This is an optimization exercise on Yosys and OpenROAD, whose aim is small area, a short achievable clock period and few clock cycles per item, not a production implementation. Function was checked by simulation only, so behaviour that the tests miss may differ from the original.

==> design.v <==
module alphabet_rom (
    input  wire [5:0] sym_index,   
    output reg  [7:0] sym_char,
    input  wire [7:0] chr,         
    output reg        chr_found,
    output reg  [5:0] chr_index
);
  always @(*) begin
    case (sym_index)
      6'd0 : sym_char = 8'h30;  
      6'd1 : sym_char = 8'h41;  
      6'd2 : sym_char = 8'h42;  
      6'd3 : sym_char = 8'h43;  
      6'd4 : sym_char = 8'h44;  
      6'd5 : sym_char = 8'h32;  
      6'd6 : sym_char = 8'h45;  
      6'd7 : sym_char = 8'h46;  
      6'd8 : sym_char = 8'h47;  
      6'd9 : sym_char = 8'h48;  
      6'd10: sym_char = 8'h34;  
      6'd11: sym_char = 8'h49;  
      6'd12: sym_char = 8'h4A;  
      6'd13: sym_char = 8'h4B;  
      6'd14: sym_char = 8'h4C;  
      6'd15: sym_char = 8'h4D;  
      6'd16: sym_char = 8'h4E;  
      6'd17: sym_char = 8'h36;  
      6'd18: sym_char = 8'h4F;  
      6'd19: sym_char = 8'h50;  
      6'd20: sym_char = 8'h51;  
      6'd21: sym_char = 8'h52;  
      6'd22: sym_char = 8'h53;  
      6'd23: sym_char = 8'h54;  
      6'd24: sym_char = 8'h38;  
      6'd25: sym_char = 8'h55;  
      6'd26: sym_char = 8'h56;  
      6'd27: sym_char = 8'h57;  
      6'd28: sym_char = 8'h58;  
      6'd29: sym_char = 8'h59;  
      6'd30: sym_char = 8'h5A;  
      6'd31: sym_char = 8'h2D;  
      6'd32: sym_char = 8'h31;  
      6'd33: sym_char = 8'h61;  
      6'd34: sym_char = 8'h62;  
      6'd35: sym_char = 8'h63;  
      6'd36: sym_char = 8'h64;  
      6'd37: sym_char = 8'h33;  
      6'd38: sym_char = 8'h65;  
      6'd39: sym_char = 8'h66;  
      6'd40: sym_char = 8'h67;  
      6'd41: sym_char = 8'h68;  
      6'd42: sym_char = 8'h35;  
      6'd43: sym_char = 8'h69;  
      6'd44: sym_char = 8'h6A;  
      6'd45: sym_char = 8'h6B;  
      6'd46: sym_char = 8'h6C;  
      6'd47: sym_char = 8'h6D;  
      6'd48: sym_char = 8'h6E;  
      6'd49: sym_char = 8'h37;  
      6'd50: sym_char = 8'h6F;  
      6'd51: sym_char = 8'h70;  
      6'd52: sym_char = 8'h71;  
      6'd53: sym_char = 8'h72;  
      6'd54: sym_char = 8'h73;  
      6'd55: sym_char = 8'h74;  
      6'd56: sym_char = 8'h39;  
      6'd57: sym_char = 8'h75;  
      6'd58: sym_char = 8'h76;  
      6'd59: sym_char = 8'h77;  
      6'd60: sym_char = 8'h78;  
      6'd61: sym_char = 8'h79;  
      6'd62: sym_char = 8'h7A;  
      6'd63: sym_char = 8'h2E;  
      default: sym_char = 8'h00;
    endcase
  end
  always @(*) begin
    chr_found = 1'b0;
    chr_index = 6'd0;
    case (chr)
      8'h2D: begin chr_found = 1'b1; chr_index = 6'd31; end  
      8'h2E: begin chr_found = 1'b1; chr_index = 6'd63; end  
      8'h30: begin chr_found = 1'b1; chr_index = 6'd0; end  
      8'h31: begin chr_found = 1'b1; chr_index = 6'd32; end  
      8'h32: begin chr_found = 1'b1; chr_index = 6'd5; end  
      8'h33: begin chr_found = 1'b1; chr_index = 6'd37; end  
      8'h34: begin chr_found = 1'b1; chr_index = 6'd10; end  
      8'h35: begin chr_found = 1'b1; chr_index = 6'd42; end  
      8'h36: begin chr_found = 1'b1; chr_index = 6'd17; end  
      8'h37: begin chr_found = 1'b1; chr_index = 6'd49; end  
      8'h38: begin chr_found = 1'b1; chr_index = 6'd24; end  
      8'h39: begin chr_found = 1'b1; chr_index = 6'd56; end  
      8'h41: begin chr_found = 1'b1; chr_index = 6'd1; end  
      8'h42: begin chr_found = 1'b1; chr_index = 6'd2; end  
      8'h43: begin chr_found = 1'b1; chr_index = 6'd3; end  
      8'h44: begin chr_found = 1'b1; chr_index = 6'd4; end  
      8'h45: begin chr_found = 1'b1; chr_index = 6'd6; end  
      8'h46: begin chr_found = 1'b1; chr_index = 6'd7; end  
      8'h47: begin chr_found = 1'b1; chr_index = 6'd8; end  
      8'h48: begin chr_found = 1'b1; chr_index = 6'd9; end  
      8'h49: begin chr_found = 1'b1; chr_index = 6'd11; end  
      8'h4A: begin chr_found = 1'b1; chr_index = 6'd12; end  
      8'h4B: begin chr_found = 1'b1; chr_index = 6'd13; end  
      8'h4C: begin chr_found = 1'b1; chr_index = 6'd14; end  
      8'h4D: begin chr_found = 1'b1; chr_index = 6'd15; end  
      8'h4E: begin chr_found = 1'b1; chr_index = 6'd16; end  
      8'h4F: begin chr_found = 1'b1; chr_index = 6'd18; end  
      8'h50: begin chr_found = 1'b1; chr_index = 6'd19; end  
      8'h51: begin chr_found = 1'b1; chr_index = 6'd20; end  
      8'h52: begin chr_found = 1'b1; chr_index = 6'd21; end  
      8'h53: begin chr_found = 1'b1; chr_index = 6'd22; end  
      8'h54: begin chr_found = 1'b1; chr_index = 6'd23; end  
      8'h55: begin chr_found = 1'b1; chr_index = 6'd25; end  
      8'h56: begin chr_found = 1'b1; chr_index = 6'd26; end  
      8'h57: begin chr_found = 1'b1; chr_index = 6'd27; end  
      8'h58: begin chr_found = 1'b1; chr_index = 6'd28; end  
      8'h59: begin chr_found = 1'b1; chr_index = 6'd29; end  
      8'h5A: begin chr_found = 1'b1; chr_index = 6'd30; end  
      8'h61: begin chr_found = 1'b1; chr_index = 6'd33; end  
      8'h62: begin chr_found = 1'b1; chr_index = 6'd34; end  
      8'h63: begin chr_found = 1'b1; chr_index = 6'd35; end  
      8'h64: begin chr_found = 1'b1; chr_index = 6'd36; end  
      8'h65: begin chr_found = 1'b1; chr_index = 6'd38; end  
      8'h66: begin chr_found = 1'b1; chr_index = 6'd39; end  
      8'h67: begin chr_found = 1'b1; chr_index = 6'd40; end  
      8'h68: begin chr_found = 1'b1; chr_index = 6'd41; end  
      8'h69: begin chr_found = 1'b1; chr_index = 6'd43; end  
      8'h6A: begin chr_found = 1'b1; chr_index = 6'd44; end  
      8'h6B: begin chr_found = 1'b1; chr_index = 6'd45; end  
      8'h6C: begin chr_found = 1'b1; chr_index = 6'd46; end  
      8'h6D: begin chr_found = 1'b1; chr_index = 6'd47; end  
      8'h6E: begin chr_found = 1'b1; chr_index = 6'd48; end  
      8'h6F: begin chr_found = 1'b1; chr_index = 6'd50; end  
      8'h70: begin chr_found = 1'b1; chr_index = 6'd51; end  
      8'h71: begin chr_found = 1'b1; chr_index = 6'd52; end  
      8'h72: begin chr_found = 1'b1; chr_index = 6'd53; end  
      8'h73: begin chr_found = 1'b1; chr_index = 6'd54; end  
      8'h74: begin chr_found = 1'b1; chr_index = 6'd55; end  
      8'h75: begin chr_found = 1'b1; chr_index = 6'd57; end  
      8'h76: begin chr_found = 1'b1; chr_index = 6'd58; end  
      8'h77: begin chr_found = 1'b1; chr_index = 6'd59; end  
      8'h78: begin chr_found = 1'b1; chr_index = 6'd60; end  
      8'h79: begin chr_found = 1'b1; chr_index = 6'd61; end  
      8'h7A: begin chr_found = 1'b1; chr_index = 6'd62; end  
      default: begin chr_found = 1'b0; chr_index = 6'd0; end
    endcase
  end
endmodule
module coord_shift (
    input  wire [58:0] din,
    input  wire [5:0]  sh,
    output reg  [58:0] dout,      
    output reg         st         
);
  integer k;
  always @(*) begin
    dout = din;
    st   = 1'b0;
    for (k = 0; k < 6; k = k + 1) begin
      if (sh[k]) begin
        st   = st | (|(dout & ~({59{1'b1}} << (1 << k))));
        dout = dout >> (1 << k);
      end
    end
  end
endmodule
module coord_tofix_pre (
    input  wire [63:0] d,         
    output wire [58:0] m59,       
    output wire [5:0]  sh         
);
  wire [10:0] ex  = d[62:52];
  wire [11:0] shw = 12'd1033 - {1'b0, ex};
  assign m59 = {ex != 11'd0, d[51:0], 6'd0};
  assign sh  = shw[5:0];
endmodule
module coord_tofix_add (
    input  wire [63:0] d,         
    input  wire        is_y,      
    input  wire [58:0] as,        
    input  wire        ast,       
    output wire [60:0] mg,        
    output wire        neg,       
    output wire        sub,       
    output wire [2:0]  eb         
);
  wire        sgn  = d[63];
  wire [10:0] ex   = d[62:52];
  wire [51:0] fr   = d[51:0];
  wire [11:0] shw  = 12'd1033 - {1'b0, ex};
  wire        huge = shw[11] | (shw[10:6] != 5'd0);   
  wire [58:0] a    = huge ? 59'd0 : as;
  wire        st   = huge ? ((ex != 11'd0) | (fr != 52'd0)) : ast;
  wire [10:0] ec = is_y ? 11'd1029 : 11'd1030;
  wire        ge = (ex > ec) || ((ex == ec) && (fr >= 52'h6800000000000));
  wire le52  = (ex < 11'd1028) || ((ex == 11'd1028) && (fr <= 52'hA000000000000));
  wire le116 = (ex < 11'd1029) || ((ex == 11'd1029) && (fr <= 52'hD000000000000));
  wire le148 = (ex < 11'd1030) || ((ex == 11'd1030) && (fr <= 52'h2800000000000));
  wire le26  = (ex < 11'd1027) || ((ex == 11'd1027) && (fr <= 52'hA000000000000));
  wire le58  = (ex < 11'd1028) || ((ex == 11'd1028) && (fr <= 52'hD000000000000));
  assign eb  = is_y ? {1'b0, le26, le58} : {le52, le116, le148};
  wire [10:0] at  = {1'b0, a[58:49]};
  wire [10:0] ct  = is_y ? 11'd45 : 11'd90;           
  assign neg = sgn & ge;
  assign sub = sgn & !ge;
  assign mg  = {(!sgn ? at + ct : ge ? at - ct : at), a[48:0], st};
endmodule
module coord_tofix_round (
    input  wire [60:0] mg,
    input  wire        is_y,
    input  wire        neg,
    input  wire        sub,
    input  wire [2:0]  eb,
    output wire [36:0] dvd,       
    output wire        flip       
);
  wire [6:0] top = sub ? {4'd0, eb} : mg[60:54];
  wire [6:0] sticky;              
  assign sticky[0] = mg[0];
  genvar g;
  generate for (g = 1; g < 7; g = g + 1) begin : stk
    assign sticky[g] = sticky[g-1] | mg[g];
  end endgenerate
  wire [22:0] low = is_y ? {1'b1, mg[21:0]} : mg[22:0];
  wire [22:0] lz  = is_y ? {1'b0, mg[21:0]} : mg[22:0];
  wire [8:0]  ones;
  wire [4:0]  nz;
  generate for (g = 2; g < 9; g = g + 1) begin : one
    assign ones[g] = &low[22:g];
  end endgenerate
  assign ones[1:0] = 2'b00;
  generate for (g = 0; g < 5; g = g + 1) begin : nzr
    assign nz[g] = |lz[22:g];
  end endgenerate
  reg rnd, cy, fnz;
  always @(*) begin
    rnd = 1'b0;
    cy  = 1'b0;
    fnz = nz[0];
    if      (top[6]) begin rnd = mg[7] & (mg[8] | sticky[6]); cy = rnd & ones[8]; end
    else if (top[5]) begin rnd = mg[6] & (mg[7] | sticky[5]); cy = rnd & ones[7]; end
    else if (top[4]) begin rnd = mg[5] & (mg[6] | sticky[4]); cy = rnd & ones[6]; end
    else if (top[3]) begin rnd = mg[4] & (mg[5] | sticky[3]); cy = rnd & ones[5]; end
    else if (top[2]) begin rnd = mg[3] & (mg[4] | sticky[2]); cy = rnd & ones[4]; fnz = rnd ? !ones[4] : nz[4]; end
    else if (top[1]) begin rnd = mg[2] & (mg[3] | sticky[1]); cy = rnd & ones[3]; fnz = rnd ? !ones[3] : nz[3]; end
    else if (top[0]) begin rnd = mg[1] & (mg[2] | sticky[0]); cy = rnd & ones[2]; fnz = rnd ? !ones[2] : nz[2]; end
  end
  wire [36:0] x  = is_y ? mg[58:22] : mg[59:23];
  wire        iv = neg | sub;
  wire [37:0] kc = neg ? (38'd90 << 31) + 38'd44 : sub ? (38'd90 << 27) + 38'd45 : 38'd45;
  wire        ci = neg ? !cy : sub ? !(cy | fnz) : cy;
  wire [37:0] w;
  fast_add #(.W(38), .L(6)) u_w (.a({iv, x ^ {37{iv}}}), .b(kc), .ci(ci), .s(w));
  assign dvd  = w[37:1];
  assign flip = neg;
endmodule
module div45_step (
    input  wire [6:0] r,          
    input  wire       b,          
    output wire [6:0] ro,
    output wire       q           
);
  wire [1:0] r1 = r[1:0];
  wire [1:0] r2 = r[3:2];
  wire [2:0] r3 = r[6:4];
  wire q1 = r1[1] | (r1[0] & b);
  wire [1:0] r1o = {(r1[0] & ~b) | (r1[1] & b), (~r1[1] & ~r1[0] & b) | (r1[1] & ~b)};
  wire q2 = r2[1] | (r2[0] & q1);
  wire [1:0] r2o = {(r2[0] & ~q1) | (r2[1] & q1), (~r2[1] & ~r2[0] & q1) | (r2[1] & ~q1)};
  reg  [2:0] r3o;
  reg        q3;
  always @(*) begin
    case ({r3, q2})
      4'd0: begin q3 = 1'b0; r3o = 3'd0; end
      4'd1: begin q3 = 1'b0; r3o = 3'd1; end
      4'd2: begin q3 = 1'b0; r3o = 3'd2; end
      4'd3: begin q3 = 1'b0; r3o = 3'd3; end
      4'd4: begin q3 = 1'b0; r3o = 3'd4; end
      4'd5: begin q3 = 1'b1; r3o = 3'd0; end
      4'd6: begin q3 = 1'b1; r3o = 3'd1; end
      4'd7: begin q3 = 1'b1; r3o = 3'd2; end
      4'd8: begin q3 = 1'b1; r3o = 3'd3; end
      4'd9: begin q3 = 1'b1; r3o = 3'd4; end
      default: begin q3 = 1'b1; r3o = 3'd4; end
    endcase
  end
  assign ro = {r3o, r2o, r1o};
  assign q  = q3;
endmodule
module coord_todeg_mul (
    input  wire [31:0] n,         
    output wire [38:0] a,         
    output wire        s          
);
  wire [5:0]  hi = {n[31], n[31:27]} - 6'd1;
  assign s = n[31] | (n[30:27] == 4'd0);
  wire [32:0] ci = {hi, n[26:0]} ^ {33{s}};          
  wire [38:0] p0 = {ci, 5'd0};
  wire [38:0] p1 = {2'd0, ci, 3'd0};
  wire [38:0] p2 = {3'd0, ci, 2'd0};
  wire [38:0] p3 = {6'd0, ci};
  wire [38:0] p4 = {33'd0, s, 1'b0, s, s, 1'b0, s};   
  wire [38:0] s1 = p0 ^ p1 ^ p2;
  wire [38:0] c1 = {(p0[37:0] & p1[37:0]) | (p0[37:0] & p2[37:0]) | (p1[37:0] & p2[37:0]), 1'b0};
  wire [38:0] s2 = s1 ^ c1 ^ p3;
  wire [38:0] c2 = {(s1[37:0] & c1[37:0]) | (s1[37:0] & p3[37:0]) | (c1[37:0] & p3[37:0]), 1'b0};
  wire [38:0] s3 = s2 ^ c2 ^ p4;
  wire [38:0] c3 = {(s2[37:0] & c2[37:0]) | (s2[37:0] & p4[37:0]) | (c2[37:0] & p4[37:0]), 1'b0};
  fast_add #(.W(39), .L(6)) u_cpa (.a(s3), .b(c3), .ci(1'b0), .s(a));
endmodule
module coord_todeg_lead (
    input  wire [38:0] a,
    output wire [5:0]  sh,        
    output wire [58:0] rin        
);
  integer i;
  reg [5:0] lead;
  always @(*) begin
    lead = 6'd0;
    for (i = 0; i < 39; i = i + 1)
      if (a[i]) lead = i[5:0];
  end
  assign sh = 6'd38 - lead;
  genvar g;
  generate for (g = 0; g < 39; g = g + 1) begin : rv
    assign rin[58 - g] = a[g];
  end endgenerate
  assign rin[19:0] = 20'd0;
endmodule
module coord_todeg_norm (
    input  wire [38:0] a,
    input  wire        s,
    input  wire        is_y,
    input  wire [5:0]  sh,        
    input  wire [58:0] rout,      
    output wire [63:0] d
);
  wire [38:0] norm;
  genvar g;
  generate for (g = 0; g < 39; g = g + 1) begin : rv
    assign norm[g] = rout[58 - g];
  end endgenerate
  wire [10:0] e = (is_y ? 11'd997 : 11'd998) + 11'd38 - {5'd0, sh};
  assign d = (a == 39'd0) ? 64'd0 : {s, e, norm[37:0], 14'd0};
endmodule
module fast_add #(
    parameter integer W = 32,
    parameter integer L = 5
) (
    input  wire [W-1:0] a,
    input  wire [W-1:0] b,
    input  wire         ci,
    output wire [W-1:0] s
);
  wire [W-1:0] p0 = a ^ b;
  wire [W-1:0] g [0:L];
  wire [W-1:0] p [0:L];
  assign g[0] = (a & b) | {{(W-1){1'b0}}, p0[0] & ci};
  assign p[0] = p0;
  genvar l, i;
  generate for (l = 0; l < L; l = l + 1) begin : lv
    for (i = 0; i < W; i = i + 1) begin : bt
      if ((i >> l) & 1) begin : m
        assign g[l+1][i] = g[l][i] | (p[l][i] & g[l][((i >> l) << l) - 1]);
        assign p[l+1][i] = p[l][i] & p[l][((i >> l) << l) - 1];
      end else begin : k
        assign g[l+1][i] = g[l][i];
        assign p[l+1][i] = p[l][i];
      end
    end
  end endgenerate
  assign s = p0 ^ {g[L][W-2:0], ci};
endmodule
module symbol_alphabet_rom (
    input  wire        clk,
    input  wire        rst,
    input  wire        cmd_valid,
    output wire        cmd_ready,
    input  wire [3:0]  cmd_op,
    input  wire [63:0] cmd_opa,
    input  wire [63:0] cmd_opb,
    input  wire        si_valid,
    input  wire        si_end,
    input  wire [7:0]  si_char,
    output wire        si_ready,
    input  wire        pi_valid,
    input  wire        pi_end,
    input  wire [63:0] pi_lon,
    input  wire [63:0] pi_lat,
    output wire        pi_ready,
    output wire        so_valid,
    output wire [7:0]  so_char,
    input  wire        so_ready,
    output wire        po_valid,
    output wire [63:0] po_x,
    output wire [63:0] po_y,
    input  wire        po_ready,
    output wire        busy,
    output wire        done,
    output wire [1:0]  err,
    output wire        resv,
    output wire [63:0] res,
    output wire [31:0] ax,
    output wire [31:0] ay,
    output wire        axis
);
  localparam [3:0] OP_NOP    = 4'd0,  OP_SYMOF  = 4'd1,  OP_IDXOF  = 4'd2,  OP_RDNUM  = 4'd3,
                   OP_DECNUM = 4'd4,  OP_WRNUM  = 4'd5,  OP_TOFIXX = 4'd6,  OP_TOFIXY = 4'd7,
                   OP_TODEGX = 4'd8,  OP_TODEGY = 4'd9,  OP_ACLR   = 4'd10, OP_AADD   = 4'd11,
                   OP_ALOAD  = 4'd12, OP_ADIFF  = 4'd13, OP_DECODE = 4'd14, OP_ENCODE = 4'd15;
  localparam [1:0] TIER_SMALL = 2'd0, TIER_MEDIUM = 2'd1, TIER_FULL = 2'd2, TIER_RAW = 2'd3;
  localparam [1:0] TD_NONE = 2'd0, TD_X = 2'd1, TD_Y = 2'd2, TD_RES = 2'd3;
  localparam integer DSTEP = 18;
  reg        busy_r;
  reg        first;         
  reg        second;        
  reg [3:0]  op;
  reg [63:0] opr;           
  reg [31:0] acc_x;
  reg [31:0] acc_y;
  reg        axis_r;
  reg [63:0] res_r;
  reg        resv_r;
  reg        done_r;
  reg        err_r;
  wire accept = cmd_valid && !busy_r && (cmd_op != OP_NOP);
  reg  op_rd, op_dn, op_dec, op_enc, op_wr, op_fix, op_read, op_acc, op_sub, op_bacc;
  reg  [8:0]  f0;           
  reg         f0v;
  reg         endin;        
  reg         endq;         
  reg  [29:0] num;
  reg  [2:0]  scnt;         
  reg  [1:0]  tier;
  reg         innum;        
  reg         cmp;          
  reg         cx, cy;       
  reg  [38:0] ta;
  reg         ts, ty;
  reg  [1:0]  tdst;
  reg         po_v;
  reg  [63:0] po_xr, po_yr;
  reg  [1:0]  fph;          
  reg  [1:0]  pfs;          
  reg         pcons;        
  reg         va, ya;       
  reg  [60:0] mg;
  reg         vm, ym, nm, sm;   
  reg  [2:0]  ebm;
  reg         dv, dc, dy, dneg;
  reg  [35:0] dq;           
  reg  [6:0]  dr;
  reg  [31:0] fx, fy;
  reg         vfx, vfy;
  reg         wsel;         
  reg  [29:0] osr;
  reg  [2:0]  ocnt;
  reg  [7:0]  ochr;
  wire [7:0] rom_char;
  wire       rev_found;
  wire [5:0] rev_index;
  reg  [5:0] rom_idx;
  alphabet_rom u_rom (
      .sym_index (rom_idx),
      .sym_char  (rom_char),
      .chr       (op_read ? f0[7:0] : opr[7:0]),
      .chr_found (rev_found),
      .chr_index (rev_index)
  );
  wire apply_now = cmp && (!op_dec || (axis_r ? !cy : !(cx || cy)));
  wire s2_go     = busy_r && op_read && f0v && !endq && (!cmp || apply_now);
  wire h_end     = f0[8];
  wire s2_sym    = s2_go && !h_end && rev_found;
  reg  [31:0] payload;
  always @(*) begin
    case (tier)
      TIER_SMALL:  payload = {{21{~num[10]}}, ~num[10], num[9:0]};
      TIER_MEDIUM: payload = {{16{~num[15]}}, ~num[15], num[14:0]};
      TIER_FULL:   payload = {4'd0, num[27:0]};
      default:     payload = {2'd0, num};
    endcase
  end
  wire enc_room = (ocnt == 3'd0) || ((ocnt == 3'd1) && so_ready);
  wire enc_load = op_enc && enc_room && (wsel ? vfy : vfx);
  wire wr_load  = op_wr && first;
  reg  [31:0] amux;
  reg  [31:0] bmux;
  reg         inv;
  always @(*) begin
    amux = payload;
    bmux = 32'd0;
    inv  = 1'b0;
    if (op_enc) begin
      amux = wsel ? fy : fx;
      bmux = wsel ? acc_y : acc_x;
      inv  = 1'b1;
    end else if (op_fix) begin
      amux = (op == OP_TOFIXY) ? fy : fx;
    end else if (op_wr) begin
      amux = opr[31:0];
    end else if (op_acc) begin
      amux = opr[63:32];
      if (op_bacc) bmux = opr[0] ? acc_y : acc_x;
      inv  = op_sub;
    end else if (op_dec) begin
      if (tier != TIER_FULL) bmux = axis_r ? acc_y : acc_x;
    end
  end
  wire [31:0] sum;
  fast_add #(.W(32), .L(5)) u_add (.a(amux), .b(bmux ^ {32{inv}}), .ci(inv), .s(sum));
  wire [31:0] enc_a  = op_wr ? opr[63:32] : amux;
  wire        is_sm  = (sum[31:10] == 22'd0) || (sum[31:10] == {22{1'b1}});
  wire        is_md  = (sum[31:15] == 17'd0) || (sum[31:15] == {17{1'b1}});
  wire [29:0] word   = is_sm ? {1'b0, ~sum[10], sum[9:0], 18'd0} :
                       is_md ? {2'b10, ~sum[15], sum[14:0], 12'd0} :
                               {2'b11, enc_a[27:0]};
  wire [2:0]  wlen   = is_sm ? 3'd2 : is_md ? 3'd3 : 3'd5;
  wire        oload  = enc_load || wr_load;
  wire        oshift = (ocnt != 3'd0) && so_ready;
  always @(*) begin
    if (busy_r && op == OP_SYMOF) rom_idx = opr[5:0];
    else if (oload)               rom_idx = word[29:24];
    else                          rom_idx = osr[23:18];
  end
  wire conv_x = cx && !po_v;
  wire conv_y = cy && !cx && !po_v;
  wire conv_r = busy_r && first && (op == OP_TODEGX || op == OP_TODEGY);
  wire [38:0] t_a;
  wire        t_s;
  coord_todeg_mul u_tmul (
      .n (cx ? acc_x : cy ? acc_y : opr[31:0]),
      .a (t_a),
      .s (t_s)
  );
  wire        tsh = (tdst != TD_NONE);
  wire [58:0] f_m59;
  wire [5:0]  f_sh;
  coord_tofix_pre u_fpre (
      .d   (opr),
      .m59 (f_m59),
      .sh  (f_sh)
  );
  wire [5:0]  t_sh;
  wire [58:0] t_rin;
  coord_todeg_lead u_tlead (
      .a   (ta),
      .sh  (t_sh),
      .rin (t_rin)
  );
  wire [58:0] s_out;
  wire        s_st;
  coord_shift u_shift (
      .din  (tsh ? t_rin : f_m59),
      .sh   (tsh ? t_sh : f_sh),
      .dout (s_out),
      .st   (s_st)
  );
  wire [63:0] deg;
  coord_todeg_norm u_tnorm (
      .a    (ta),
      .s    (ts),
      .is_y (ty),
      .sh   (t_sh),
      .rout (s_out),
      .d    (deg)
  );
  wire [60:0] f_mg;
  wire        f_neg, f_sub;
  wire [2:0]  f_eb;
  coord_tofix_add u_fadd (
      .d    (opr),
      .is_y (ya),
      .as   (s_out),
      .ast  (s_st),
      .mg   (f_mg),
      .neg  (f_neg),
      .sub  (f_sub),
      .eb   (f_eb)
  );
  wire [36:0] f_dvd;
  wire        f_flip;
  coord_tofix_round u_fround (
      .mg   (mg),
      .is_y (ym),
      .neg  (nm),
      .sub  (sm),
      .eb   (ebm),
      .dvd  (f_dvd),
      .flip (f_flip)
  );
  wire [6:0]  dr_s [0:DSTEP];
  wire [35:0] dq_s [0:DSTEP];
  assign dr_s[0] = dr;
  assign dq_s[0] = dq;
  genvar g;
  generate for (g = 0; g < DSTEP; g = g + 1) begin : dstep
    wire q;
    div45_step u_step (.r(dr_s[g]), .b(dq_s[g][35]), .ro(dr_s[g+1]), .q(q));
    assign dq_s[g+1] = {dq_s[g][34:0], q};
  end endgenerate
  wire        dlast   = dv && dc;
  wire        dout_ok = dy ? !vfy : !vfx;
  wire        dfree   = !dv || (dlast && dout_ok);
  wire        takem   = vm && dfree;
  wire        canM    = !vm || takem;
  wire        takea   = va && canM && !tsh;
  wire        canA    = !va || takea;
  assign cmd_ready = !busy_r;
  assign busy      = busy_r;
  assign done      = done_r;
  assign err       = {1'b0, err_r};
  assign resv      = resv_r;
  assign res       = res_r;
  assign ax        = acc_x;
  assign ay        = acc_y;
  assign axis      = axis_r;
  assign si_ready  = busy_r && op_read && !endin &&
                     (op_dec ? (!f0v || s2_go) : (!f0v && !cmp && (scnt != 3'd0 || !op_rd)));
  assign pi_ready  = busy_r && op_enc && (pcons || (fph == 2'd1 && canA) || fph == 2'd2);
  assign so_valid  = (ocnt != 3'd0);
  assign so_char   = ochr;
  assign po_valid  = po_v;
  assign po_x      = po_xr;
  assign po_y      = po_yr;
  reg fin;
  always @(*) begin
    fin = 1'b0;
    if (busy_r) begin
      case (op)
        OP_RDNUM, OP_DECNUM: fin = apply_now || (s2_go && h_end);
        OP_DECODE:           fin = endq && !cmp && !cx && !cy && (tdst == TD_NONE) && (!po_v || po_ready);
        OP_ENCODE:           fin = (fph == 2'd3) && !va && !vm && !dv && !vfx && !vfy &&
                                   ((ocnt == 3'd0) || (ocnt == 3'd1 && so_ready));
        OP_WRNUM:            fin = !first && ocnt == 3'd1 && so_ready;
        OP_SYMOF:            fin = second;
        OP_TOFIXX:           fin = vfx;
        OP_TOFIXY:           fin = vfy;
        OP_TODEGX, OP_TODEGY: fin = (tdst == TD_RES);
        default:             fin = first;
      endcase
    end
  end
  wire pf_go = busy_r && !first && !op_enc && !op_fix && cmd_valid && (cmd_op == OP_ENCODE) &&
               pi_valid && !pi_end && (pfs != 2'd2);
  wire [63:0] opr_cmd = {((cmd_op == OP_WRNUM) || (cmd_op == OP_AADD) || (cmd_op == OP_ALOAD) ||
                          (cmd_op == OP_ADIFF)) ? cmd_opb[31:0] : cmd_opa[63:32], cmd_opa[31:0]};
  always @(posedge clk) begin
    if (!busy_r && !va)
      opr <= opr_cmd;
    else if ((op_enc && !pcons && fph == 2'd0 || pf_go && pfs == 2'd0) && canA)
      opr <= pi_lon;
    else if ((op_enc && fph == 2'd1 || pf_go && pfs == 2'd1) && canA)
      opr <= pi_lat;
    if (si_valid && si_ready) f0 <= {si_end, si_char};
    if (s2_sym) begin
      num <= {num[23:0], rev_index};
      if (!op_rd && scnt == 3'd0)
        tier <= (rev_index[5:4] == 2'b11) ? TIER_FULL : rev_index[5] ? TIER_MEDIUM : TIER_SMALL;
    end
    if (accept) begin
      num  <= 30'd0;
      tier <= TIER_RAW;
    end
    if (conv_x || conv_y || conv_r) begin
      ta <= t_a;
      ts <= t_s;
      ty <= conv_y || (!conv_x && op == OP_TODEGY);
    end
    if (tdst == TD_X) po_xr <= deg;
    if (tdst == TD_Y) po_yr <= deg;
    if (takea) begin
      mg  <= f_mg;
      ym  <= ya;
      nm  <= f_neg;
      sm  <= f_sub;
      ebm <= f_eb;
    end
    if (takem) begin
      dq   <= f_dvd[35:0];
      dr   <= {6'd0, f_dvd[36]};
      dy   <= ym;
      dneg <= f_flip;
    end else if (dv && !dc) begin
      dq <= dq_s[DSTEP];
      dr <= dr_s[DSTEP];
    end
    if (dlast && dout_ok) begin
      if (dy) fy <= dq_s[DSTEP][31:0] ^ {dneg, 31'd0};
      else    fx <= dq_s[DSTEP][31:0] ^ {dneg, 31'd0};
    end
    if (oload) begin
      osr  <= word;
      ochr <= rom_char;
    end else if (oshift) begin
      osr  <= {osr[23:0], 6'd0};
      ochr <= rom_char;
    end else if (busy_r && first && op == OP_SYMOF) begin
      ochr <= rom_char;
    end
  end
  always @(posedge clk) begin
    if (rst) begin
      busy_r <= 1'b0;
      first  <= 1'b0;
      second <= 1'b0;
      op     <= OP_NOP;
      op_rd  <= 1'b0;
      op_dn  <= 1'b0;
      op_dec <= 1'b0;
      op_enc <= 1'b0;
      op_wr  <= 1'b0;
      op_fix <= 1'b0;
      op_read <= 1'b0;
      op_acc <= 1'b0;
      op_sub <= 1'b0;
      op_bacc <= 1'b0;
      acc_x  <= 32'd0;
      acc_y  <= 32'd0;
      axis_r <= 1'b0;
      res_r  <= 64'd0;
      resv_r <= 1'b0;
      done_r <= 1'b0;
      err_r  <= 1'b0;
      f0v    <= 1'b0;
      endin  <= 1'b0;
      endq   <= 1'b0;
      scnt   <= 3'd0;
      innum  <= 1'b0;
      cmp    <= 1'b0;
      cx     <= 1'b0;
      cy     <= 1'b0;
      tdst   <= TD_NONE;
      po_v   <= 1'b0;
      fph    <= 2'd0;
      pcons  <= 1'b0;
      wsel   <= 1'b0;
      ocnt   <= 3'd0;
    end else begin
      first  <= accept;
      second <= first && !accept;
      if (accept) begin
        busy_r <= 1'b1;
        op     <= cmd_op;
        op_rd  <= (cmd_op == OP_RDNUM);
        op_dn  <= (cmd_op == OP_DECNUM);
        op_dec <= (cmd_op == OP_DECODE);
        op_enc <= (cmd_op == OP_ENCODE);
        op_wr  <= (cmd_op == OP_WRNUM);
        op_fix <= (cmd_op == OP_TOFIXX) || (cmd_op == OP_TOFIXY);
        op_read <= (cmd_op == OP_RDNUM) || (cmd_op == OP_DECNUM) || (cmd_op == OP_DECODE);
        op_acc <= (cmd_op == OP_AADD) || (cmd_op == OP_ALOAD) || (cmd_op == OP_ADIFF);
        op_sub <= (cmd_op == OP_ADIFF);
        op_bacc <= (cmd_op == OP_AADD) || (cmd_op == OP_ADIFF);
        done_r <= 1'b0;
        err_r  <= 1'b0;
        resv_r <= 1'b0;
        f0v    <= 1'b0;
        endin  <= 1'b0;
        endq   <= 1'b0;
        innum  <= 1'b0;
        scnt   <= (cmd_op == OP_RDNUM) ? cmd_opa[2:0] : 3'd0;
        cmp    <= (cmd_op == OP_RDNUM) && (cmd_opa[2:0] == 3'd0);
        fph    <= (pfs == 2'd1) ? 2'd1 : 2'd0;
        pcons  <= (pfs == 2'd2);
        wsel   <= 1'b0;
        if (cmd_op == OP_DECODE || cmd_op == OP_ENCODE || cmd_op == OP_ACLR) begin
          acc_x <= 32'd0;
          acc_y <= 32'd0;
        end
        if (cmd_op == OP_DECODE || cmd_op == OP_ENCODE)
          axis_r <= 1'b0;
      end else if (busy_r) begin
        if (first) begin
          case (op)
            OP_IDXOF: begin res_r <= {58'd0, rev_index}; resv_r <= rev_found; end
            OP_AADD, OP_ALOAD: begin
              res_r  <= {32'd0, sum};
              resv_r <= 1'b1;
              if (opr[0]) acc_y <= sum; else acc_x <= sum;
            end
            OP_ADIFF: begin res_r <= {32'd0, sum}; resv_r <= 1'b1; end
            default: ;
          endcase
        end
        if (second && op == OP_SYMOF) begin
          res_r  <= {56'd0, ochr};
          resv_r <= 1'b1;
        end
        if (second && op_wr) res_r <= {61'd0, ocnt};
        if (si_valid && si_ready) begin
          f0v <= 1'b1;
          if (si_end) endin <= 1'b1;
        end else if (s2_go) begin
          f0v <= 1'b0;
        end
        if (s2_go) begin
          if (h_end) begin
            endq  <= 1'b1;
            err_r <= op_dec ? innum : 1'b1;
          end else if (!rev_found) begin
            innum <= 1'b1;
          end else begin
            innum <= 1'b1;
            if (op_rd || scnt != 3'd0) begin
              scnt <= scnt - 3'd1;
              if (scnt == 3'd1) begin
                cmp   <= 1'b1;
                innum <= 1'b0;
              end
            end else begin
              scnt <= (rev_index[5:4] == 2'b11) ? 3'd4 : rev_index[5] ? 3'd2 : 3'd1;
            end
          end
        end
        if (apply_now) begin
          cmp <= 1'b0;
          if (op_dec) begin
            if (axis_r) begin acc_y <= sum; cy <= 1'b1; end
            else        begin acc_x <= sum; cx <= 1'b1; end
            axis_r <= !axis_r;
          end else begin
            res_r  <= {30'd0, op_dn ? tier : 2'd0, sum};
            resv_r <= 1'b1;
          end
        end
        if (conv_x) cx <= 1'b0;
        if (conv_y) cy <= 1'b0;
        tdst <= conv_x ? TD_X : conv_y ? TD_Y : conv_r ? TD_RES : TD_NONE;
        if (tdst == TD_Y) po_v <= 1'b1;
        if (po_v && po_ready) po_v <= 1'b0;
        if (tdst == TD_RES) begin
          res_r  <= deg;
          resv_r <= 1'b1;
        end
        if (op_enc && pcons && pi_valid) pcons <= 1'b0;
        if (op_enc && !pcons) begin
          case (fph)
            2'd0: if (canA && pi_valid) fph <= pi_end ? 2'd2 : 2'd1;
            2'd1: if (canA && pi_valid) fph <= 2'd0;
            2'd2: if (pi_valid) fph <= 2'd3;
            default: ;
          endcase
        end
        if (enc_load) begin
          if (wsel) acc_y <= fy;
          else      acc_x <= fx;
          wsel <= !wsel;
        end
        if (oload)       ocnt <= wlen;
        else if (oshift) ocnt <= ocnt - 3'd1;
        if (op_fix && (vfx || vfy)) begin
          res_r  <= {32'd0, sum};
          resv_r <= 1'b1;
        end
        if (fin) begin
          busy_r <= 1'b0;
          done_r <= 1'b1;
          if (op_wr) resv_r <= 1'b1;
        end
      end
    end
  end
  wire ld_lon = (busy_r && op_enc && !pcons && fph == 2'd0 && pi_valid && !pi_end ||
                 pf_go && pfs == 2'd0) && canA;
  wire ld_lat = (busy_r && op_enc && fph == 2'd1 && pi_valid || pf_go && pfs == 2'd1) && canA;
  wire ld_fix = accept && ((cmd_op == OP_TOFIXX) || (cmd_op == OP_TOFIXY));
  wire use_fx = busy_r && (enc_load && !wsel || op_fix && vfx);
  wire use_fy = busy_r && (enc_load && wsel || op_fix && vfy);
  always @(posedge clk) begin
    if (rst) begin
      pfs <= 2'd0;
      va  <= 1'b0;
      ya  <= 1'b0;
      vm  <= 1'b0;
      dv  <= 1'b0;
      dc  <= 1'b0;
      vfx <= 1'b0;
      vfy <= 1'b0;
    end else begin
      if (accept)
        pfs <= 2'd0;
      else if (pf_go && canA)
        pfs <= pfs + 2'd1;
      if (ld_lon || ld_lat || ld_fix) va <= 1'b1;
      else if (takea)                 va <= 1'b0;
      if (ld_lat)      ya <= 1'b1;
      else if (ld_lon) ya <= 1'b0;
      else if (ld_fix) ya <= cmd_op[0];
      if (takea)      vm <= 1'b1;
      else if (takem) vm <= 1'b0;
      if (takem) begin
        dv <= 1'b1;
        dc <= 1'b0;
      end else if (dv && !dc) begin
        dc <= 1'b1;
      end else if (dlast && dout_ok) begin
        dv <= 1'b0;
      end
      if (dlast && dout_ok && !dy) vfx <= 1'b1;
      else if (use_fx)             vfx <= 1'b0;
      if (dlast && dout_ok && dy)  vfy <= 1'b1;
      else if (use_fy)             vfy <= 1'b0;
    end
  end
endmodule
==> run.sh <==
#!/bin/bash
# synth_recipe.tcl (not shown) runs the flow's synth.tcl, then flattens the netlist and writes it again
# the make line also repeats each setting of config.mk as NAME=value (left out here)
make -C /OpenROAD-flow-scripts/flow DESIGN_CONFIG=/design/flow/config.mk WORK_HOME=/design/flow/orfs CLKGATE_MAP_FILE= SYNTH_SCRIPT=/design/flow/synth_recipe.tcl finish
==> config.mk <==
export PLATFORM = sky130hd
export DESIGN_NAME = symbol_alphabet_rom
export DESIGN_NICKNAME = symbol_alphabet_rom
export VERILOG_FILES = /design/flow/design.v
export SDC_FILE = /design/flow/constraint.sdc
export NUM_CORES = 4
export LEC_CHECK = 0
export ABC_AREA = 1
export CAP_MARGIN = 20
export CORE_MARGIN = 2
export CORE_UTILIZATION = 25
export GPL_ROUTABILITY_DRIVEN = 1
export PLACE_DENSITY = 0.5
export SETUP_SLACK_MARGIN = 0.4
export SLEW_MARGIN = 20
==> constraint.sdc <==
create_clock -name core_clock -period 24.0 [get_ports {clk}]
set_input_delay 4.8000 -clock core_clock [delete_from_list [all_inputs] [get_ports {clk}]]
set_output_delay 4.8000 -clock core_clock [all_outputs]
set_load 0.01 [all_outputs]
==> flow_summary.yaml, run 1 <==
outcome:
  status: "complete, no violations"
global_route:
  grt_pass1_wl_mm: 337
  grt_pass1_vias: 46300
  antenna_found_initial: 28
  grt_usage_pct: 23.5
  grt_max_degree: 91
  grt-ovfl-total: 0
detailed_routing:
  num_vias: 50000
  routed_wl_mm: 240
  drt-vias-per-instance: 5.17
  drc: 0
  dr.pass1.iters: 6
  drtIter0Drc: 5458
  wl_per_cell_um: 24.8
  drtAntennaViolNets: 0
finish:
  fin_nets: 7598
  final_cells: 9665
  final_core_util_pct: 30.6
  layout_common_cells: "nand2_1, inv_1, o21ai_0, nor2_1, clkdlybuf4s50_1"
  syn_to_final_growth_pct: 21.4
  drive_above_1_share_pct: 7.35
  final_common_cell: "nand2_1"
clock_network:
  htreeDepth: 3
  clock_latency_ns: 0.71
  cts_buffers: 79
  clockRootBuffer: "clkbuf_16"
  clkTransAtPathRegs_ns: 0.06
  clockBufferDepth: 3
  cts_setup_buffers: 0
  cts_num_sinks: 631
  hold_buffers: 0
  cts_tree: "built"
  ctsResizeCount: 0
placement:
  hpwl_mm: 187
  place_inst: 9508
  portBuffers: 489
  gp_congestion: 0.976
worst_setup_path:
  cp_common_cell: "nand2_1"
  rr_endpoint: "ochr[0]"
  regToRegSetupSlack_ns: 12.36
  reg2reg_depth: 52
  slowest_delay_ns: 0.87
  cp-end-kind: "register"
  critical_path.startpoint: "op_fix"
  worst-setup-path-type: "register to register"
  timing.rr.start: "op_fix"
  crit_path_end: "ochr[0]"
  crit_arrival_ns: 12.08
  crit_slowest_cell: "clkinv_1"
  path_max_fanout: 20
  required_ns: 24.44
  crit_path_start_kind: "register"
yosys:
  syn_inst: 6718
  syn_area_um2: 48500
  synth_top_area_cell: "edfxtp_1"
  ys_warn_count: 9
  avgSynthCellArea_um2: 7.22
  ys_seq_elements: 631
  synth_edf_count: 415
  synth_cell_type_count: 73
  async_flop_share_pct: 0
  synth_top_area_share_pct: 25.7
  yosysSeqAreaShare_pct: 34.6
  synth-main-ff-cell: "edfxtp_1"
  netlist_top_cells_area: "edfxtp_1, nand2_1, dfxtp_1"
floorplan:
  core-area_um2: 193000
  dieArea_um2: 198000
  start_util_pct: 25.2
  die_x_um: 444
  ioPinCount: 552
  die_y_um: 444
  row_count: 161
min_path:
  hp-class: "register to register"
  holdCritStartpoint: "endin"
sta:
  period_share_pct: 48.5
  hold_viol: 0
  setup_violations: 0
  fin_hold_ws_ns: 0.464
  slew_headroom_pct: 12.5
  rsz0062_at_grt: "false"
  final.min_clock_period_ns: 11.64
  worst_slew_pin_slew_ns: 1.31
  final.setup_skew_ns: 0.0303
  max_freq_ghz: 0.0859
  slew_violations: 0
  final.setup.tns_ns: 0
run:
  maxCapViolCount: 0
-- flip-flops by register name (all words and copies together) (netlist names), 3 cells and up --
| name | count |
|---|---|
| fx | 32 |
| dq | 36 |
| fy | 32 |
| mg | 61 |
| acc_y | 32 |
| num | 30 |
| res_r | 64 |
| ocnt | 3 |
| scnt | 3 |
| ebm | 3 |
| f0 | 9 |
| ochr | 7 |
| dr | 7 |
| op | 4 |
| osr | 24 |
| opr | 64 |
| po_xr | 50 |
| ta | 39 |
| po_yr | 50 |
| acc_x | 32 |
-- logic make-up (layout without fill, tap and decap cells) --
kind of cell	count (synthesis)	in the layout	share of synthesized area, %
AOI/OAI and AO/OA	1712	1712	20.8
xor gates and xnor gates	165	165	2.98
adders and majority gates	257	257	7.78
buffers and inverters	1232	1613	9.79
DFF	631	631	34.6
muxes	14	14	0.289
other	1	41	0.00773
and+or+nand+nor	2706	2706	23.7
-- metrics by stage --
stage	setup WS (ns)	area [um^2]
after CTS	12.63	58800
after detailed placement	12.65	56200
after floorplan	14.82	48600
after global routing	11.58	58800
final	12.36	58900
after global placement	12.75	56200
-- per-layer routing --
| metal | vias up | routed length, um | share of wire [%] | GRT usage [%] |
|---|---|---|---|---|
| met5 | - | 111 | 0.046 | 0 |
| met4 | 16 | 12600 | 5.3 | 11.2 |
| met3 | 379 | 20600 | 8.6 | 4.33 |
| met2 | 2300 | 107000 | 45 | 37.1 |
| met1 | 24000 | 99700 | 42 | 30.8 |
| li1 | 23300 | - | - | - |
-- cell usage after synthesis (all sizes together), types with 20 or more instances --
library cell / number
nand2: 1674
inv: 844
o21ai: 729
nor2: 568
a21oi: 442
edfxtp: 415
clkbuf: 283
nand3: 271
dfxtp: 216
ha: 183
xor2: 140
o211ai: 123
buf: 85
fa: 74
o22ai: 68
a22oi: 59
nand4: 58
a31oi: 55
o31ai: 51
nor3: 48
o221ai: 45
nor4: 35
or2: 34
a32o: 28
xnor2: 25
clkinv: 20
-- area by class of cell --
| cell class | count | area [um^2] |
|---|---|---|
| diodes | 11 | 27.5 |
| clock buffers | 105 | 2130 |
| clock inverters | 40 | 433 |
| fillers | 20800 | 134000 |
| inverters | 864 | 3250 |
| multi-input cells | 4884 | 27300 |
| flip-flops and latches | 631 | 16800 |
| well taps | 2526 | 3160 |
| repair buffers | 604 | 5760 |
-- critical path: cells and delay by family, from the launching register on --
family                     cells  cell delay (ns)
and+or+nand+nor               29             4.09
AOI/OAI and AO/OA             13             3.36
buffers and inverters          6             2.09
xor gates and xnor gates       2             0.83
adders and majority gates      2             0.63
DFF                            1             0.33
-- worst min path at each step --
stage                      endpoint  cells past startpoint  slack, ns
final                         endin                      2       0.46
after global routing      res_r[38]                      2       0.50
after CTS                     endin                      2       0.46
after detailed placement    num[26]                      2       0.45
after global placement      num[25]                      2       0.45
after floorplan              op_sub                      2       0.43
Testbench counts, summed over its fixed seeds: cycles 11,799, items 1,954.
==> run 2: changes to the inputs <==
--- a/config.mk
+++ b/config.mk
@@ -6,5 +6,5 @@
 export NUM_CORES = 4
 export LEC_CHECK = 0
-export ABC_AREA = 1
+export ABC_AREA = 0
 export CAP_MARGIN = 20
 export CORE_MARGIN = 2
==> flow_summary.yaml, run 2 <==
worst_setup_path:
  crit_path_start_kind: "register"
  crit_arrival_ns: 11.42
  path_max_fanout: 34
  worst-setup-path-type: "register to register"
  cp_common_cell: "o21ai_0"
  crit_slowest_cell: "dfxtp_1"
  cp-end-kind: "register"
  slowest_delay_ns: 0.70
  required_ns: 24.48
sta:
  slew_headroom_pct: 19.2
  final.min_clock_period_ns: 10.94
  final.setup_skew_ns: 0.0362
  rsz0062_at_grt: "false"
  worst_slew_pin_slew_ns: 1.21
  hold_viol: 0
  period_share_pct: 45.6
  slew_violations: 0
  max_freq_ghz: 0.0914
  setup_violations: 0
  final.setup.tns_ns: 0
floorplan:
  dieArea_um2: 213000
  start_util_pct: 25.1
  die_y_um: 462
  core-area_um2: 209000
  die_x_um: 462
  row_count: 168
  ioPinCount: 552
clock_network:
  clockRootBuffer: "clkbuf_16"
  clkTransAtPathRegs_ns: 0.06
  ctsResizeCount: 0
  htreeDepth: 3
  hold_buffers: 0
  cts_tree: "built"
  cts_setup_buffers: 0
  cts_buffers: 81
  clockBufferDepth: 3
  clock_latency_ns: 0.74
  cts_num_sinks: 631
yosys:
  syn_inst: 6365
  syn_area_um2: 52400
  synth_most_common_cell: "nand2_1"
  synth_edf_count: 415
  synth_xor_area_share_pct: 3.91
  ys_warn_count: 9
  muxShareOfSynthArea_pct: 7.49
  synth-main-ff-cell: "edfxtp_1"
  async_flop_share_pct: 0
  synth_top_family_by_area: "compound AO/OA/AOI/OAI gates"
  synth_cell_type_count: 124
  synth.top_cells.by_count: "nand2_1, nor2_1, a21oi_1"
  avgSynthCellArea_um2: 8.23
  synth_top_area_share_pct: 23.8
  yosysSeqAreaShare_pct: 32.0
  synthAdderAreaFrac_pct: 7.23
  synthSimpleGateAreaFrac_pct: 19.0
  synth_compound_area_share_pct: 24.4
  synth_top_area_cell: "edfxtp_1"
  netlist_top_cells_area: "edfxtp_1, dfxtp_1, nand2_1"
  ys_seq_elements: 631
detailed_routing:
  num_vias: 51900
  wl_per_cell_um: 25.5
  routed_wl_mm: 243
  drtIter0Drc: 6192
  drtAntennaViolNets: 0
  drt-vias-per-instance: 5.46
  dr.pass1.iters: 9
  drc: 0
placement:
  gp_congestion: 0.949
  portBuffers: 489
  hpwl_mm: 184
  place_area_um2: 60200
finish:
  num-fill-cells: 22400
  syn_to_final_growth_pct: 20.3
  drive_above_1_share_pct: 7.96
  reg_top3: "opr (64), res_r (64), mg (61)"
  fin_nets: 7160
  stdcell_area_um2: 63100
  layout_common_cells: "nand2_1, nor2_1, clkdlybuf4s50_1, a21oi_1, o21ai_0"
  final_common_cell: "nand2_1"
global_route:
  grt-ovfl-total: 0
  grt_pass1_wl_mm: 344
  antenna_found_initial: 17
  grt_pass1_vias: 48100
  grt_max_degree: 86
  grt_usage_pct: 21.9
outcome:
  status: "complete, no violations"
min_path:
  hp-class: "register to register"
run:
  maxCapViolCount: 0
[run 2: changes by cell type after synthesis, sizes merged, moves of 139 or more]
cell   delta
inv     -608
mux2i   +261
xnor2   +139
nor2    +152
nand2   -928
o21ai   -267
[run 2: layer usage]
layer	wire length (um)	GRT usage, %	up-vias
met5	13	0	-
met4	15400	12.1	2
met3	18800	3.82	416
met2	109000	34.6	2467
met1	99400	28.2	25200
li1	-	-	23900
[run 2: through the flow]
stage / cells / worst slack (ns) / hold slack [ns] / utilization, %
finish: 9510 / 13.06 / 0.459 / 30.2
global route: 9503 / 12.51 / 0.497 / 30.2
CTS: 9497 / 13.14 / 0.458 / 30.2
detailed placement: 9347 / 13.23 / 0.453 / 28.8
global placement: 9347 / 13.27 / 0.443 / 28.8
floorplan: 6394 / 15.47 / 0.424 / -
[run 2: critical path, delay by kind of cell (launching register included)]
kind | cells | cell delay [ns]
fa+ha+maj | 2 | 0.72
xor+xnor | 1 | 0.69
simple gates | 11 | 2.62
flops | 1 | 0.70
buf+inv | 3 | 1.01
compound gates | 16 | 4.11
mux | 2 | 0.80
[run 2: path summary, 6_finish.rpt]
kind,startpoint,slack (ns),cells after the start,to
worst max register to register,tier[0],13.06,35,ochr[6]
worst min register to register,res_r[31],0.46,2,res_r[31]
worst max-delay path,tier[0],13.06,35,ochr[6]
worst min-delay path,res_r[31],0.46,2,res_r[31]
[run 2: kinds of logic after synthesis]
| family | Yosys count |
|---|---|
| adder cells (fa/ha/maj) | 259 |
| other | 1 |
| AND/OR/NAND/NOR | 2197 |
| XOR/XNOR | 234 |
| multiplexers | 368 |
| flip-flops | 631 |
| AO/OA/AOI/OAI | 1931 |
| buffers and inverters | 744 |
[run 2: layout make-up]
cell class / count / area [um^2] / share of cell area [%]
sequential: 631 / 16800 / 26.6
tap: 2805 / 3510 / 5.56
multi-input combinational: 5019 / 32900 / 52.2
clock buffer: 106 / 2270 / 3.59
antenna: 12 / 30.0 / 0.0476
inverter: 240 / 901 / 1.43
clock inverter: 44 / 522 / 0.827
timing repair buffer: 653 / 6130 / 9.72
==> run 3: changes to the inputs <==
--- a/design.v
+++ b/design.v
@@ -206,31 +206,37 @@
   assign mg  = {(!sgn ? at + ct : ge ? at - ct : at), a[48:0], st};
 endmodule
-module coord_tofix_round (
-    input  wire [60:0] mg,
+module coord_tofix_prep (
+    input  wire [22:0] mlo,       
     input  wire        is_y,
-    input  wire        neg,
-    input  wire        sub,
-    input  wire [2:0]  eb,
-    output wire [36:0] dvd,       
-    output wire        flip       
+    output wire [6:0]  sticky,    
+    output wire [8:2]  ones,      
+    output wire [4:0]  nz         
 );
-  wire [6:0] top = sub ? {4'd0, eb} : mg[60:54];
-  wire [6:0] sticky;              
-  assign sticky[0] = mg[0];
+  wire [22:0] low = is_y ? {1'b1, mlo[21:0]} : mlo;
+  wire [22:0] lz  = is_y ? {1'b0, mlo[21:0]} : mlo;
   genvar g;
-  generate for (g = 1; g < 7; g = g + 1) begin : stk
-    assign sticky[g] = sticky[g-1] | mg[g];
+  generate for (g = 0; g < 7; g = g + 1) begin : stk
+    assign sticky[g] = |mlo[g:0];
   end endgenerate
-  wire [22:0] low = is_y ? {1'b1, mg[21:0]} : mg[22:0];
-  wire [22:0] lz  = is_y ? {1'b0, mg[21:0]} : mg[22:0];
-  wire [8:0]  ones;
-  wire [4:0]  nz;
   generate for (g = 2; g < 9; g = g + 1) begin : one
     assign ones[g] = &low[22:g];
   end endgenerate
-  assign ones[1:0] = 2'b00;
   generate for (g = 0; g < 5; g = g + 1) begin : nzr
     assign nz[g] = |lz[22:g];
   end endgenerate
+endmodule
+module coord_tofix_round (
+    input  wire [60:0] mg,
+    input  wire        is_y,
+    input  wire        neg,
+    input  wire        sub,
+    input  wire [2:0]  eb,
+    input  wire [6:0]  sticky,    
+    input  wire [8:2]  ones,
+    input  wire [4:0]  nz,
+    output wire [36:0] dvd,       
+    output wire        flip       
+);
+  wire [6:0] top = sub ? {4'd0, eb} : mg[60:54];
   reg rnd, cy, fnz;
   always @(*) begin
@@ -411,5 +417,5 @@
   localparam [1:0] TIER_SMALL = 2'd0, TIER_MEDIUM = 2'd1, TIER_FULL = 2'd2, TIER_RAW = 2'd3;
   localparam [1:0] TD_NONE = 2'd0, TD_X = 2'd1, TD_Y = 2'd2, TD_RES = 2'd3;
-  localparam integer DSTEP = 18;
+  localparam integer DSTEP = 12;
   reg        busy_r;
   reg        first;         
@@ -436,4 +442,5 @@
   reg         cmp;          
   reg         cx, cy;       
+  reg  [31:0] tin;          
   reg  [38:0] ta;
   reg         ts, ty;
@@ -448,5 +455,9 @@
   reg         vm, ym, nm, sm;   
   reg  [2:0]  ebm;
-  reg         dv, dc, dy, dneg;
+  reg  [6:0]  stm;
+  reg  [8:2]  onm;
+  reg  [4:0]  nzm;
+  reg         dv, dy, dneg;
+  reg  [1:0]  dc;
   reg  [35:0] dq;           
   reg  [6:0]  dr;
@@ -455,4 +466,7 @@
   reg         wsel;         
   reg  [29:0] osr;
+  reg  [29:0] nw;           
+  reg  [2:0]  nwl;
+  reg         nwv;
   reg  [2:0]  ocnt;
   reg  [7:0]  ochr;
@@ -468,5 +482,5 @@
       .chr_index (rev_index)
   );
-  wire apply_now = cmp && (!op_dec || (axis_r ? !cy : !(cx || cy)));
+  wire apply_now = cmp && (!op_dec || (axis_r ? !cy && (!cx || conv_x) : !cx && (!cy || conv_y)));
   wire s2_go     = busy_r && op_read && f0v && !endq && (!cmp || apply_now);
   wire h_end     = f0[8];
@@ -481,7 +495,7 @@
     endcase
   end
-  wire enc_room = (ocnt == 3'd0) || ((ocnt == 3'd1) && so_ready);
-  wire enc_load = op_enc && enc_room && (wsel ? vfy : vfx);
+  wire enc_load = op_enc && !nwv && (wsel ? vfy : vfx);       
   wire wr_load  = op_wr && first;
+  wire nw_take  = nwv && ((ocnt == 3'd0) || ((ocnt == 3'd1) && so_ready));
   reg  [31:0] amux;
   reg  [31:0] bmux;
@@ -516,18 +530,18 @@
                                {2'b11, enc_a[27:0]};
   wire [2:0]  wlen   = is_sm ? 3'd2 : is_md ? 3'd3 : 3'd5;
-  wire        oload  = enc_load || wr_load;
+  wire        oload  = nw_take;
   wire        oshift = (ocnt != 3'd0) && so_ready;
   always @(*) begin
     if (busy_r && op == OP_SYMOF) rom_idx = opr[5:0];
-    else if (oload)               rom_idx = word[29:24];
+    else if (oload)               rom_idx = nw[29:24];
     else                          rom_idx = osr[23:18];
   end
   wire conv_x = cx && !po_v;
   wire conv_y = cy && !cx && !po_v;
-  wire conv_r = busy_r && first && (op == OP_TODEGX || op == OP_TODEGY);
+  wire conv_r = busy_r && second && (op == OP_TODEGX || op == OP_TODEGY);
   wire [38:0] t_a;
   wire        t_s;
   coord_todeg_mul u_tmul (
-      .n (cx ? acc_x : cy ? acc_y : opr[31:0]),
+      .n (tin),
       .a (t_a),
       .s (t_s)
@@ -578,4 +592,14 @@
       .eb   (f_eb)
   );
+  wire [6:0]  f_st;
+  wire [8:2]  f_on;
+  wire [4:0]  f_nz;
+  coord_tofix_prep u_fprep (
+      .mlo    (f_mg[22:0]),
+      .is_y   (ya),
+      .sticky (f_st),
+      .ones   (f_on),
+      .nz     (f_nz)
+  );
   wire [36:0] f_dvd;
   wire        f_flip;
@@ -586,4 +610,7 @@
       .sub  (sm),
       .eb   (ebm),
+      .sticky (stm),
+      .ones (onm),
+      .nz   (nzm),
       .dvd  (f_dvd),
       .flip (f_flip)
@@ -599,10 +626,9 @@
     assign dq_s[g+1] = {dq_s[g][34:0], q};
   end endgenerate
-  wire        dlast   = dv && dc;
+  wire        dlast   = dv && (dc == 2'd2);
   wire        dout_ok = dy ? !vfy : !vfx;
   wire        dfree   = !dv || (dlast && dout_ok);
   wire        takem   = vm && dfree;
-  wire        canM    = !vm || takem;
-  wire        takea   = va && canM && !tsh;
+  wire        takea   = va && !vm && !tsh;
   wire        canA    = !va || takea;
   assign cmd_ready = !busy_r;
@@ -630,5 +656,5 @@
         OP_RDNUM, OP_DECNUM: fin = apply_now || (s2_go && h_end);
         OP_DECODE:           fin = endq && !cmp && !cx && !cy && (tdst == TD_NONE) && (!po_v || po_ready);
-        OP_ENCODE:           fin = (fph == 2'd3) && !va && !vm && !dv && !vfx && !vfy &&
+        OP_ENCODE:           fin = (fph == 2'd3) && !va && !vm && !dv && !vfx && !vfy && !nwv &&
                                    ((ocnt == 3'd0) || (ocnt == 3'd1 && so_ready));
         OP_WRNUM:            fin = !first && ocnt == 3'd1 && so_ready;
@@ -662,4 +688,6 @@
       tier <= TIER_RAW;
     end
+    if (busy_r && first && (op == OP_TODEGX || op == OP_TODEGY)) tin <= opr[31:0];
+    else if (apply_now && op_dec)                                tin <= sum;
     if (conv_x || conv_y || conv_r) begin
       ta <= t_a;
@@ -675,4 +703,7 @@
       sm  <= f_sub;
       ebm <= f_eb;
+      stm <= f_st;
+      onm <= f_on;
+      nzm <= f_nz;
     end
     if (takem) begin
@@ -681,5 +712,5 @@
       dy   <= ym;
       dneg <= f_flip;
-    end else if (dv && !dc) begin
+    end else if (dv && dc != 2'd2) begin
       dq <= dq_s[DSTEP];
       dr <= dr_s[DSTEP];
@@ -689,6 +720,10 @@
       else    fx <= dq_s[DSTEP][31:0] ^ {dneg, 31'd0};
     end
+    if (enc_load || wr_load) begin
+      nw  <= word;
+      nwl <= wlen;
+    end
     if (oload) begin
-      osr  <= word;
+      osr  <= nw;
       ochr <= rom_char;
     end else if (oshift) begin
@@ -736,4 +771,5 @@
       wsel   <= 1'b0;
       ocnt   <= 3'd0;
+      nwv    <= 1'b0;
     end else begin
       first  <= accept;
@@ -787,5 +823,5 @@
           resv_r <= 1'b1;
         end
-        if (second && op_wr) res_r <= {61'd0, ocnt};
+        if (second && op_wr) res_r <= {61'd0, nwl};
         if (si_valid && si_ready) begin
           f0v <= 1'b1;
@@ -847,5 +883,7 @@
           wsel <= !wsel;
         end
-        if (oload)       ocnt <= wlen;
+        if (enc_load || wr_load) nwv <= 1'b1;
+        else if (nw_take)        nwv <= 1'b0;
+        if (oload)       ocnt <= nwl;
         else if (oshift) ocnt <= ocnt - 3'd1;
         if (op_fix && (vfx || vfy)) begin
@@ -874,5 +912,5 @@
       vm  <= 1'b0;
       dv  <= 1'b0;
-      dc  <= 1'b0;
+      dc  <= 2'd0;
       vfx <= 1'b0;
       vfy <= 1'b0;
@@ -891,7 +929,7 @@
       if (takem) begin
         dv <= 1'b1;
-        dc <= 1'b0;
-      end else if (dv && !dc) begin
-        dc <= 1'b1;
+        dc <= 2'd0;
+      end else if (dv && dc != 2'd2) begin
+        dc <= dc + 2'd1;
       end else if (dlast && dout_ok) begin
         dv <= 1'b0;
--- a/config.mk
+++ b/config.mk
@@ -6,5 +6,5 @@
 export NUM_CORES = 4
 export LEC_CHECK = 0
-export ABC_AREA = 0
+export ABC_AREA = 1
 export CAP_MARGIN = 20
 export CORE_MARGIN = 2
==> flow_summary.yaml, run 3 <==
clock_network:
  htreeDepth: 3
  clockRootBuffer: "clkbuf_16"
  clock_latency_ns: 0.79
  clockBufferDepth: 3
  cts_buffers: 86
  cts_tree: "built"
  ctsResizeCount: 0
  cts_num_sinks: 701
  cts_setup_buffers: 0
  hold_buffers: 0
  clkTransAtPathRegs_ns: 0.06
yosys:
  synth_top_area_share_pct: 28.9
  synth_top_area_cell: "edfxtp_1"
  synth_top_family_by_area: "simple AND/OR/NAND/NOR gates"
  synth_edf_count: 483
  async_flop_share_pct: 0
  ys_seq_elements: 701
  synth-main-ff-cell: "edfxtp_1"
  netlist_top_cells_area: "edfxtp_1, nand2_1, dfxtp_1"
  yosysSeqAreaShare_pct: 37.6
  synthSimpleGateAreaFrac_pct: 23.4
  synth_most_common_cell: "nand2_1"
  avgSynthCellArea_um2: 7.36
  synth.top_cells.by_count: "nand2_1, o21ai_0, inv_1"
  synth_compound_area_share_pct: 19.8
  syn_inst: 6817
  syn_area_um2: 50200
  synth_cell_type_count: 73
  muxShareOfSynthArea_pct: 0.0199
  synthAdderAreaFrac_pct: 6.62
  synth_xor_area_share_pct: 3.77
  ys_warn_count: 9
detailed_routing:
  drc: 0
  routed_wl_mm: 239
  wl_per_cell_um: 24.2
  num_vias: 50800
  drtIter0Drc: 5820
  drt-vias-per-instance: 5.15
  dr.pass1.iters: 7
  drtAntennaViolNets: 0
floorplan:
  dieArea_um2: 204000
  core-area_um2: 200000
  die_y_um: 452
  start_util_pct: 25.1
  row_count: 164
  ioPinCount: 552
  die_x_um: 452
sta:
  hold_viol: 0
  period_share_pct: 37.5
  slew_violations: 0
  slew_headroom_pct: 15.4
  timing.final.ws_setup_ns: 15.00
  final.setup_skew_ns: 0.0947
  worst_slew_pin_slew_ns: 1.26
  max_freq_ghz: 0.111
  final.min_clock_period_ns: 9.00
  final.setup.tns_ns: 0
  setup_violations: 0
  rsz0062_at_grt: "false"
global_route:
  antenna_found_initial: 13
  grt_pass1_vias: 47000
  grt_max_degree: 91
  grt_use_met2_pct: 34.9
  grt-ovfl-total: 0
  grt_usage_pct: 22.5
  grt_util_met3_pct: 3.66
  grt.met1_usage_pct: 30.1
  grt_busiest_layer: "met2"
  grt_pass1_wl_mm: 337
finish:
  num-fill-cells: 21300
  stdcell_area_um2: 60900
  layout_common_cells: "nand2_1, o21ai_0, inv_1, nand3_1, a21oi_1"
  fin_nets: 7646
  final_common_cell: "nand2_1"
  syn_to_final_growth_pct: 21.4
  reg_top3: "opr (64), res_r (64)"
  drive_above_1_share_pct: 5.93
placement:
  gp_congestion: 0.964
  place_area_um2: 57900
  portBuffers: 489
  hpwl_mm: 181
  post-place-ws_ns: 14.83
worst_setup_path:
  reg2reg_depth: 49
  crit_arrival_ns: 4.20
  worst-setup-path-type: "register to primary output"
  timing.rr.start: "op_acc"
  crit_path_start_kind: "register"
  critical_path.startpoint: "tdst[0]"
  rr_endpoint: "nw[28]"
  regToRegSetupSlack_ns: 15.00
  path_max_fanout: 49
  required_ns: 19.20
  cp-end-kind: "primary output"
  crit_path_end: "pi_ready"
outcome:
  status: "complete, no violations"
min_path:
  holdCritStartpoint: "num[29]"
  hp-class: "register to register"
run:
  maxCapViolCount: 0
-- run 3: cell types whose count changed in the layout (fill, tap and decap cells not counted), moves of 91 or more --
cell      previous run  this run
nand3_1            157       538
xor2_1              70       169
o21ai_0            436       726
nand2_1            742      1499
a211oi_1           147        23
a21oi_1            444       535
nor2_1             710       479
xnor2_1            164        45
mux2i_1            275         1
inv_1              231       694
-- run 3: cell type report --
cell class	count	area, um^2	share of cell area [%]
multi-input combinational	5006	27200	44.7
antenna	3	7.51	0.0123
clock inverter	57	624	1.02
tap	2656	3320	5.45
timing repair buffer	600	5780	9.48
inverter	745	2800	4.59
sequential	701	18900	31.0
clock buffer	105	2310	3.80
-- run 3: how the worst min path moves through the flow --
stage / slack, ns / cells after the start / to
final: 0.46 / 2 / num[29]
after global routing: 0.47 / 2 / num[29]
after CTS: 0.45 / 2 / num[29]
after detailed placement: 0.44 / 2 / num[29]
after global placement: 0.45 / 2 / num[28]
after floorplan: 0.42 / 2 / num[28]
-- run 3: logic make-up (layout without fill, tap and decap cells) --
kind of cell	Yosys count	in the layout
AO/OA/AOI/OAI	1748	1748
XOR/XNOR	216	216
adder cells (fa/ha/maj)	239	239
buffers and inverters	1139	1507
flip-flops	701	701
multiplexers	1	1
other	1	33
AND/OR/NAND/NOR	2772	2772
-- run 3: stage by stage --
step	utilization (%)	hold WS [ns]	instances
2_1_floorplan	-	0.425	6846
3_3_place_gp	29.0	0.445	9706
3_5_place_dp	29.0	0.443	9706
4_1_cts	30.5	0.451	9868
5_1_grt	30.5	0.466	9871
6_report	30.5	0.459	9873
-- run 3: critical path, stage by stage (launching register included) --
cell and delay [ns]:
dfxtp_1 0.40, nor2_4 0.13, buf_4 0.44, nand2_1 0.21, nor2_4 0.80, nor2_1 0.27, inv_1 0.19, nand2_1 0.14
a21oi_1 0.24, clkdlybuf4s50_1 0.59
-- run 3: layer usage --
| metal | up-vias | share of wire (%) |
|---|---|---|
| met5 | - | 0 |
| met4 | 0 | 5.4 |
| met3 | 354 | 7.6 |
| met1 | 24300 | 43 |
| met2 | 2319 | 44 |
| li1 | 23800 | - |
Testbench counts of run 3, summed over its fixed seeds: cycles 12,383, items 1,954.

==> static timing again, ports no longer ideal <==
No port has a modelled driver above. Below, the same layouts with a new extraction and two added sets of constraints.
Step 1 assumes that a clkbuf_16 drives the clock port and a buf_2 every other input.
Step 2 also shifts input and output timing later by t, the mid clock arrival at the registers, as if the neighbouring blocks saw the same clock.
Three values: ideal ports, drivers, drivers and shift; two values: the first two.
run | shift t [ns] | setup slack, ns | worst setup path at the end | worst data-port slew with drivers (ns) | pins driven straight from the clock port
run 1 | 0.785 | 12.359 / 12.359 / 12.359 | register to register | 0.12 | 1
run 2 | 0.828 | 13.064 / 13.064 / 13.064 | register to register | 0.13 | 1
run 3 | 0.815 | 14.997 / 14.926 / 14.752 | input to register | 0.14 | 1
After both steps every run listed still meets setup and hold. The setup slack of run 3, which loses most, moves by -0.071 ns with the drivers and by -0.245 ns with both steps.
